What follows belongs to an exercise in optimizing a design on an open flow for small area, a short achievable clock period and few clock cycles; a production flow would make more cautious choices.
RTL that was checked went through simulation tests only; none was proved equivalent to the original.
Power and IR drop assume default switching activity.

P:
==> flow/design.v <==
module cic_checksum (
    input  wire        clk,
    input  wire        rst,           
    input  wire [2:0]  reg_raddr,
    output reg  [31:0] reg_rdata,
    input  wire        reg_we,
    input  wire [2:0]  reg_waddr,
    input  wire [31:0] reg_wdata,
    output wire        mem_req,
    output wire [18:0] mem_addr,
    input  wire [31:0] mem_rdata
);
    localparam [31:0] POLY      = 32'hEDB8_8320;
    localparam [31:0] FP_6101   = 32'h6170_A4A1;
    localparam [31:0] FP_6102   = 32'h90BB_6CB5;
    localparam [31:0] FP_6103   = 32'h0B05_0EE0;
    localparam [31:0] FP_6106   = 32'hACC8_580A;
    localparam [31:0] SEED_6101 = 32'hF8CA_4DDC;    
    localparam [31:0] SEED_6103 = 32'hA388_6759;
    localparam [31:0] SEED_6105 = 32'hDF26_F436;
    localparam [31:0] SEED_6106 = 32'h1FEA_617A;
    function [32:0] add32;
        input [31:0] a, b;
        input        ce;
        reg   [31:0] g, p, p0;
        integer l, i, j;
        begin
            g  = a & b & {32{ce}};
            p0 = a ^ b;
            p  = p0;
            for (l = 0; l < 5; l = l + 1)
                for (i = 0; i < 32; i = i + 1)
                    if (((i >> l) & 1) == 1) begin
                        j = ((i >> l) << l) - 1;
                        g[i] = g[i] | (p[i] & g[j]);
                        p[i] = p[i] & p[j];
                    end
            add32 = {g[31], p0 ^ {g[30:0], 1'b0}};
        end
    endfunction
    function [8:0] inc8;
        input [7:0] a;
        input       c;
        reg   [8:0] q;
        integer i;
        begin
            q[0] = c;
            for (i = 1; i < 9; i = i + 1)
                q[i] = q[i-1] & a[i-1];
            inc8 = {q[8], a ^ q[7:0]};
        end
    endfunction
    function gt32;
        input [31:0] a, b;
        reg   [31:0] g, e;
        integer l, i;
        begin
            g = a & ~b;
            e = ~(a ^ b);
            for (l = 0; l < 5; l = l + 1)
                for (i = 0; i < 32; i = i + 1)
                    if (i % (2 << l) == 0) begin
                        g[i] = g[i + (1 << l)] | (e[i + (1 << l)] & g[i]);
                        e[i] = e[i + (1 << l)] & e[i];
                    end
            gt32 = g[0];
        end
    endfunction
    localparam [3:0] S_IDLE = 4'd0, S_CRC = 4'd1, S_VID = 4'd2, S_INIT = 4'd3,
                     S_MIX  = 4'd4, S_DRAIN = 4'd5, S_W1I = 4'd6, S_W1L = 4'd7,
                     S_W1E  = 4'd8, S_C0 = 4'd9, S_C1 = 4'd10, S_W0L = 4'd11,
                     S_END  = 4'd12;
    reg  [3:0]  state;
    reg  [18:0] cnt;           
    reg  [1:0]  sub;           
    reg         aux_ph;        
    reg  [4:0]  step;          
    reg         mb;            
    reg         en6;           
    reg         q1_crc, q2_crc;
    reg  [1:0]  q1_sub, q2_sub;
    reg         q1_main, q2_main, q3_main;
    reg  [31:0] d, d2;
    reg         c6;            
    reg  [2:0]  c4;            
    reg  [31:0] t1, t2, t3, t4, t5, t6;
    reg  [31:0] fp;            
    reg  [2:0]  variant;
    reg  [31:0] buf_len;
    reg         st_busy, st_done, st_short;
    wire v5 = (variant == 3'd5);
    wire v3 = (variant == 3'd3);
    wire v6 = (variant == 3'd6);
    wire [31:0] status = {27'd0, 1'b0, st_done & st_short, st_done & ~st_short, st_done, st_busy};
    always @(*) begin
        case (reg_raddr)
            3'd1:    reg_rdata = status;
            3'd2:    reg_rdata = buf_len;
            3'd3:    reg_rdata = t6;
            3'd4:    reg_rdata = t1;
            3'd5:    reg_rdata = fp;
            3'd6:    reg_rdata = {29'd0, variant};
            default: reg_rdata = 32'd0;
        endcase
    end
    wire start = reg_we && (reg_waddr == 3'd0) && (reg_wdata == 32'h0000_0001) && !st_busy;
    wire len_ok = (buf_len[31:21] != 11'd0) || (buf_len[20] && buf_len[19:12] != 8'd0);
    wire req_crc  = (state == S_CRC);
    wire req_mix  = (state == S_MIX);
    assign mem_req  = req_crc | req_mix;
    assign mem_addr = (req_mix && aux_ph) ? (19'h001D4 + {13'd0, cnt[5:0]}) : cnt;
    wire req_main = req_mix && !aux_ph;
    wire mix_last = (cnt == 19'h403FF) && (v5 ? aux_ph : 1'b1);
    wire [18:0] cnt_inc = cnt + 19'd1;
    reg [7:0] crc_byte;
    always @(*) begin
        case (q2_sub)
            2'd0: crc_byte = d[31:24];
            2'd1: crc_byte = d[23:16];
            2'd2: crc_byte = d[15:8];
            default: crc_byte = d[7:0];
        endcase
    end
    wire [31:0] crc_acc = ~fp;
    reg  [31:0] crc_tab;
    integer k;
    always @(*) begin
        crc_tab = {24'd0, crc_acc[7:0] ^ crc_byte};
        for (k = 0; k < 8; k = k + 1)
            crc_tab = crc_tab[0] ? ((crc_tab >> 1) ^ POLY) : (crc_tab >> 1);
    end
    wire [31:0] crc_next = ~((crc_acc >> 8) ^ crc_tab);
    reg [2:0] ident;
    always @(*) begin
        if      (fp == FP_6101) ident = 3'd1;
        else if (fp == FP_6102) ident = 3'd2;
        else if (fp == FP_6103) ident = 3'd3;
        else if (fp == FP_6106) ident = 3'd6;
        else                    ident = 3'd5;
    end
    reg [31:0] seed;
    always @(*) begin
        case (variant)
            3'd1, 3'd2: seed = SEED_6101;
            3'd3:       seed = SEED_6103;
            3'd6:       seed = SEED_6106;
            default:    seed = SEED_6105;
        endcase
    end
    wire in_c1  = (state == S_C1);
    wire in_w0l = (state == S_W0L);
    wire ce     = !(in_c1 && !v3);                  
    wire [31:0] dz = d & {32{en6}};
    wire [4:0]  step_nx = (state == S_W1L || state == S_W0L) ? step + 5'd1 : step;
    wire [32:0] s6 = add32(t6, dz, ce);
    wire [63:0] d_dbl = {d, d};
    wire [31:0] r     = d_dbl[63 - d[4:0] -: 32];     
    wire [32:0] s5 = add32(t5, r & {32{q2_main}}, 1'b1);
    wire        gt = gt32(t2, d);
    wire [31:0] t2_term = (gt ? r : (s6[31:0] ^ dz)) & {32{q2_main}};
    wire x_d  = (q3_main && v5) || (state == S_W1L && mb);
    wire x_t5 = (q3_main && !v5) || in_c1;
    wire [31:0] x  = (d & {32{x_d}}) | (t5 & {32{x_t5}});
    wire [32:0] s1 = add32(t1, x ^ d2, ce);
    always @(posedge clk) begin
        case (state)
            S_W1I:        d <= t2;
            S_C0:         d <= v6 ? t6 : (t6 ^ t4);
            S_W1L, S_W0L: d <= {d[30:0], 1'b0};
            default:      d <= mem_rdata;
        endcase
        c6 <= s6[32] & q2_main;
        d2 <= d & {32{q2_main || (state == S_C0 && !v6)}};
        mb  <= (state == S_W1I || state == S_W1L) ? t5[step_nx] : t4[step_nx];
        en6 <= q1_main || (state == S_C0 && !v6) ||
               ((state == S_C0 || (state == S_W0L && step != 5'd31)) && t4[step_nx]);
        q1_crc  <= req_crc;
        q1_sub  <= sub;
        q1_main <= req_main;
        q2_crc  <= q1_crc;
        q2_sub  <= q1_sub;
        q2_main <= q1_main;
        q3_main <= q2_main;
        if (q2_crc)
            fp <= crc_next;
        if (state == S_INIT) begin
            t1 <= seed; t2 <= seed; t3 <= seed;
            t4 <= seed; t5 <= seed; t6 <= seed;
            c4 <= 3'd0;
        end else begin
            t6 <= (state == S_C0) ? t3 : s6[31:0];
            {c4[0], t4[7:0]}   <= inc8(t4[7:0],   c6);
            {c4[1], t4[15:8]}  <= inc8(t4[15:8],  c4[0]);
            {c4[2], t4[23:16]} <= inc8(t4[23:16], c4[1]);
            t4[31:24]          <= inc8(t4[31:24], c4[2]);
            t3 <= t3 ^ dz;
            t5 <= s5[31:0];
            t2 <= t2 ^ t2_term;
            t1 <= s1[31:0];
        end
        if (rst) begin
            state    <= S_IDLE;
            st_busy  <= 1'b0;
            st_done  <= 1'b0;
            st_short <= 1'b0;
            buf_len  <= 32'd0;
            q1_crc   <= 1'b0;
            q2_crc   <= 1'b0;
            q1_main  <= 1'b0;
            q2_main  <= 1'b0;
            q3_main  <= 1'b0;
        end else begin
            if (reg_we && !st_busy && reg_waddr == 3'd2)
                buf_len <= reg_wdata;
            case (state)
                S_IDLE: begin
                    if (start) begin
                        st_done  <= !len_ok;
                        st_short <= !len_ok;
                        st_busy  <= len_ok;
                        if (len_ok) state <= S_CRC;
                        cnt <= 19'h00010;
                        sub <= 2'd0;
                    end
                end
                S_CRC: begin
                    if (cnt == 19'h00010 && sub == 2'd0) fp <= 32'd0;
                    sub <= sub + 2'd1;
                    if (sub == 2'd3) begin
                        cnt <= cnt_inc;
                        if (cnt == 19'h003FF) state <= S_VID;
                    end
                end
                S_VID: begin
                    if (!q1_crc && !q2_crc) begin
                        variant <= ident;
                        state   <= S_INIT;
                    end
                end
                S_INIT: begin
                    cnt    <= 19'h00400;
                    aux_ph <= 1'b0;
                    state  <= S_MIX;
                end
                S_MIX: begin
                    if (mix_last) state <= S_DRAIN;
                    if (v5) begin
                        aux_ph <= ~aux_ph;
                        if (aux_ph) cnt <= cnt_inc;
                    end else begin
                        cnt <= cnt_inc;
                    end
                end
                S_DRAIN: begin
                    step <= 5'd0;
                    if (!(q1_main || q2_main || q3_main || c6 || c4 != 3'd0))
                        state <= S_W1I;
                end
                S_W1I: state <= v6 ? S_W1L : S_C0;
                S_W1L: begin
                    step <= step + 5'd1;
                    if (step == 5'd31) state <= S_C0;
                end
                S_C0: state <= v6 ? S_W0L : S_C1;
                S_C1: state <= S_END;
                S_W0L: begin
                    step <= step + 5'd1;
                    if (step == 5'd31) state <= S_END;
                end
                S_END: begin
                    st_busy  <= 1'b0;
                    st_done  <= 1'b1;
                    st_short <= 1'b0;
                    state    <= S_IDLE;
                end
                default: state <= S_IDLE;
            endcase
        end
    end
endmodule
export LEC_CHECK = 0
export CAP_MARGIN = 20
export CORE_MARGIN = 2
export CORE_UTILIZATION = 40
export CTS_CLUSTER_DIAMETER = 100
export CTS_CLUSTER_SIZE = 24
export SETUP_SLACK_MARGIN = 5
export SLEW_MARGIN = 20
create_clock -name core_clock -period 10.0 [get_ports {clk}]
standard.sh (not shown) runs the stock make flow with config.mk's settings and CLKGATE_MAP_FILE= SYNTH_SCRIPT=/design/flow/synth_recipe.tcl, a recipe that flattens the netlist after the stock synthesis.
==> flow/flow/run.sh <==
#!/bin/bash
# Standard layout, except that the port buffers buffer_ports inserts are
# sky130_fd_sc_hd__buf_1 instead of the delay-cell buffer it picks by default,
# and the fanout buffers ABC inserted are removed at floorplan (the resizer
# buffers what still needs it).
set -euo pipefail
export BUFFER_PORTS_ARGS="-buffer_cell sky130_fd_sc_hd__buf_1"
export REMOVE_ABC_BUFFERS=1
bash standard.sh > standard_flow.log 2>&1
Testbench counts of P, summed over its fixed seeds: cycles 2,121,516.
Modified inputs, Q compared to P
--- a/flow/design.v
+++ b/flow/design.v
@@ -75,9 +75,9 @@
     reg  [1:0]  sub;           
     reg         aux_ph;        
-    reg  [4:0]  step;          
+    wire [4:0]  step = cnt[4:0];    
     reg         mb;            
     reg         en6;           
     reg         q1_crc, q2_crc;
-    reg  [1:0]  q1_sub, q2_sub;
+    wire [1:0]  q2_sub = {~sub[1], sub[0]};    
     reg         q1_main, q2_main, q3_main;
     reg  [31:0] d, d2;
@@ -152,5 +152,5 @@
     wire ce     = !(in_c1 && !v3);                  
     wire [31:0] dz = d & {32{en6}};
-    wire [4:0]  step_nx = (state == S_W1L || state == S_W0L) ? step + 5'd1 : step;
+    wire [4:0]  step_nx = (state == S_W1L || state == S_W0L) ? cnt_inc[4:0] : step;
     wire [32:0] s6 = add32(t6, dz, ce);
     wire [63:0] d_dbl = {d, d};
@@ -176,8 +176,6 @@
                ((state == S_C0 || (state == S_W0L && step != 5'd31)) && t4[step_nx]);
         q1_crc  <= req_crc;
-        q1_sub  <= sub;
         q1_main <= req_main;
         q2_crc  <= q1_crc;
-        q2_sub  <= q1_sub;
         q2_main <= q1_main;
         q3_main <= q2_main;
@@ -211,4 +209,5 @@
             q3_main  <= 1'b0;
         end else begin
+            sub <= sub + 2'd1;
             if (reg_we && !st_busy && reg_waddr == 3'd2)
                 buf_len <= reg_wdata;
@@ -226,5 +225,4 @@
                 S_CRC: begin
                     if (cnt == 19'h00010 && sub == 2'd0) fp <= 32'd0;
-                    sub <= sub + 2'd1;
                     if (sub == 2'd3) begin
                         cnt <= cnt_inc;
@@ -253,5 +251,5 @@
                 end
                 S_DRAIN: begin
-                    step <= 5'd0;
+                    cnt <= 19'd0;
                     if (!(q1_main || q2_main || q3_main || c6 || c4 != 3'd0))
                         state <= S_W1I;
@@ -259,5 +257,5 @@
                 S_W1I: state <= v6 ? S_W1L : S_C0;
                 S_W1L: begin
-                    step <= step + 5'd1;
+                    cnt <= cnt_inc;
                     if (step == 5'd31) state <= S_C0;
                 end
@@ -265,5 +263,5 @@
                 S_C1: state <= S_END;
                 S_W0L: begin
-                    step <= step + 5'd1;
+                    cnt <= cnt_inc;
                     if (step == 5'd31) state <= S_END;
                 end
Results
- P ended up with a221oi_4 as its library cell contributing the largest single delay on the critical path; Q ended up with or4_4.
- Q reports its category of the critical setup timing path as flop to flop while P reports primary input to primary output.
- Per the comparison of Q with P, number of resized instances in the post-cts repair step saw an increase, final wirelength went down, number of buffer and inverter instances along the worst setup path shows an increase of 6, end-of-flow core utilization up 0.83 points.
- Changes observed in Q relative to P: critical path depth increased by 20 relative to the old numbers; pin count of the biggest net entering global routing increased by about 9% relative to the old numbers; final area increased by 470 µm² relative to the old numbers; die span in y closely matched the old numbers; combinational cell fraction of total power decreased by 1.6 points relative to the old numbers.
- Q has worst supply voltage drop on vdd above what P had.
- Q ended up with a higher post-layout minimum cycle time than P did.
- Comparing Q against P, there is no change at all in aggregate negative setup slack.
- Going from P to Q, maximum clock frequency saw a decrease, placed wire-length estimate after detailed placement shrank by 8.1%.
For Q, only the layout was checked, not whether the RTL still works.

what the ideal ports hide:
The flow's constraints put no driver on any port. The routed layouts listed below were extracted and timed again, unchanged, in two steps. Step 1, drivers: a clkbuf_16 drives clk and a buf_2 each remaining input, both assumed. Step 2 also shifts input and output timing later by t, the mid clock arrival at the registers, as if the neighbouring blocks saw the same clock. a / b / c = ideal ports / drivers / drivers and shift; a / b = the first two.
run	t (ns)	slack for setup (ns)	latest minus earliest clock arrival (ns)
P	0.625	4.956 / 4.790 / 4.560	0.041 / 0.041
Q	0.630	4.802 / 4.786 / 4.747	0.040 / 0.040
After both steps every run listed still meets setup and hold. For P, which loses most, drivers alone change the setup slack by -0.166 ns; drivers and shift together by -0.396 ns.
